This is an optimization exercise on Yosys and OpenROAD, whose aim is small area, a short achievable clock period and few clock cycles per item, not a production implementation. RTL that was checked went through simulation tests only; none was proved equivalent to the original. No activity file was given, so power comes from the tool's default toggle rates.

==> flow/design.v (excerpt) <==
module dwibus_codec (
    input  wire         clk,
    input  wire         rst,         
    input  wire         start,       
    input  wire         op,          
    input  wire [7:0]   self_addr,   
    input  wire [479:0] frame_in,
    output wire         ready,
    output reg          done,        
    output wire [7:0]   status,
    output wire [7:0]   crc,
    output wire [479:0] frame_out
);
Size: roughly 1400 cells after synthesis, roughly 490 flip-flops, about 990 I/O pins, about 22000 sq um of cells after synthesis.
clock: 5.0 ns
lec_check: 0
cap_margin: 20
core_area: 10 10 290 290
cts_buf_list: sky130_fd_sc_hd__clkbuf_4 sky130_fd_sc_hd__clkbuf_8
die_area: 0 0 300 300
place_density: 0.6
setup_slack_margin: 2.3
slew_margin: 20
synth_hierarchical: 1
synth_minimum_keep_size: 0
standard.sh (not shown) runs the stock make flow with config.mk's settings and CLKGATE_MAP_FILE= SYNTH_SCRIPT=/design/flow/synth_recipe.tcl, a recipe that flattens the netlist after the stock synthesis.
==> flow/flow/run.sh <==
#!/bin/bash
# Own layout flow: the standard flow, with each port buffered by the
# smallest buffer (buf_1) instead of the one buffer_ports picks by default.
set -euo pipefail
bash standard.sh "BUFFER_PORTS_ARGS=-buffer_cell sky130_fd_sc_hd__buf_1" finish > standard_flow.log 2>&1
Rerun with:
--- a/flow/design.v
+++ b/flow/design.v
@@ -1614,37 +1614,39 @@
         ps2_q <= part2_in[15:8];
         if (!busy) begin
             img   <= fi[2*8 +: 440];
             chk_q <= chk_in;
             pre_q <= pre_in;
         end
         crc_q <= crc_syn[7:0];
         syn_q <= crc_syn[15:8];
     end
-    wire [2:0] okz;
+    wire n01, n23, n45, n67, syn_nz;
     wire [3:0] st;
-    dw_oai31 u_z0 (.a(syn_q[0]), .b(syn_q[1]), .c(syn_q[2]), .d(chk_q), .y(okz[0]));
-    dw_oai31 u_z1 (.a(syn_q[3]), .b(syn_q[4]), .c(syn_q[5]), .d(chk_q), .y(okz[1]));
-    dw_oai21 u_z2 (.a(syn_q[6]), .b(syn_q[7]), .c(chk_q), .y(okz[2]));
-    dw_or_nand3 u_st0 (.a(pre_q[0]), .b(okz[0]), .c(okz[1]), .d(okz[2]), .y(st[0]));
-    dw_and4     u_st1 (.a(pre_q[1]), .b(okz[0]), .c(okz[1]), .d(okz[2]), .y(st[1]));
-    dw_and4     u_st2 (.a(pre_q[2]), .b(okz[0]), .c(okz[1]), .d(okz[2]), .y(st[2]));
-    dw_or_nand3 u_st3 (.a(pre_q[3]), .b(okz[0]), .c(okz[1]), .d(okz[2]), .y(st[3]));
+    dw_nor2  u_n01 (.a(syn_q[0]), .b(syn_q[1]), .y(n01));
+    dw_nor2  u_n23 (.a(syn_q[2]), .b(syn_q[3]), .y(n23));
+    dw_nor2  u_n45 (.a(syn_q[4]), .b(syn_q[5]), .y(n45));
+    dw_nor2  u_n67 (.a(syn_q[6]), .b(syn_q[7]), .y(n67));
+    dw_nand4 u_nz  (.a(n01), .b(n23), .c(n45), .d(n67), .y(syn_nz));
+    dw_ao21  u_st0 (.a(chk_q), .b(syn_nz), .c(pre_q[0]), .y(st[0]));
+    dw_ai21b u_st1 (.a(chk_q), .b(syn_nz), .c(pre_q[1]), .y(st[1]));
+    dw_ai21b u_st2 (.a(chk_q), .b(syn_nz), .c(pre_q[2]), .y(st[2]));
+    dw_ao21  u_st3 (.a(chk_q), .b(syn_nz), .c(pre_q[3]), .y(st[3]));
     assign status    = {3'b000, st[3], 1'b0, st[2:0]};
     assign crc       = crc_q;
     assign frame_out = {8'h0A, 8'h0D, crc_q, img, 8'h55, 8'hAA};
 endmodule
-module dw_oai31 (input wire a, input wire b, input wire c, input wire d, output wire y);
-    assign y = ~((a | b | c) & d);
+module dw_nor2 (input wire a, input wire b, output wire y);
+    assign y = ~(a | b);
 endmodule
-module dw_oai21 (input wire a, input wire b, input wire c, output wire y);
-    assign y = ~((a | b) & c);
+module dw_nand4 (input wire a, input wire b, input wire c, input wire d, output wire y);
+    assign y = ~(a & b & c & d);
 endmodule
-module dw_or_nand3 (input wire a, input wire b, input wire c, input wire d, output wire y);
-    assign y = a | ~(b & c & d);
+module dw_ao21 (input wire a, input wire b, input wire c, output wire y);
+    assign y = (a & b) | c;
 endmodule
-module dw_and4 (input wire a, input wire b, input wire c, input wire d, output wire y);
-    assign y = a & b & c & d;
+module dw_ai21b (input wire a, input wire b, input wire c, output wire y);
+    assign y = c & ~(a & b);
 endmodule
 module dw_xor2 (input wire a, input wire b, output wire y);
     assign y = a ^ b;
 endmodule
What happened: Clock-buffer cell count shrinks by 7; cell area is lower by 0.43%; area after synthesis hardly moves; critical path depth went up by 2; global-route usage goes up by 0.25 points; combinational power drops by about 1%.
Testbench counts after the change, summed over its fixed seeds: cycles 3,840, frames 1,920.
No functional check of the RTL was part of the first run of this note.

-- afterwards: timing with drivers on the ports --
The results above use ideal ports. As a check the final layouts listed here were re-extracted and re-timed, cells and wires unchanged.
Step 1 (the two cells are an assumption about what drives the block):
set clk [get_ports {clk}]
set_driving_cell -lib_cell sky130_fd_sc_hd__clkbuf_16 $clk
set_driving_cell -lib_cell sky130_fd_sc_hd__buf_2 [delete_from_list [all_inputs] $clk]
Step 2 also shifts input and output timing later by t, the mid clock arrival at the registers, as if the neighbouring blocks saw the same clock.
Slacks: no drivers / after step 1 / after step 2; pairs: no drivers / after step 1.
run	t, ns	slack for setup (ns)	worst setup path after step 2	latest minus earliest clock arrival (ns)	worst register clock-pin slew, ns
the first run	0.713	2.346 / 2.290 / 1.694	input to register	0.054 / 0.054	0.07 / 0.07
the second run	0.742	2.348 / 2.292 / 1.698	input to register	0.057 / 0.057	0.07 / 0.07
After both steps every run listed still meets setup and hold. For the first run, which loses most, drivers alone change the setup slack by -0.056 ns; drivers and shift together by -0.652 ns.
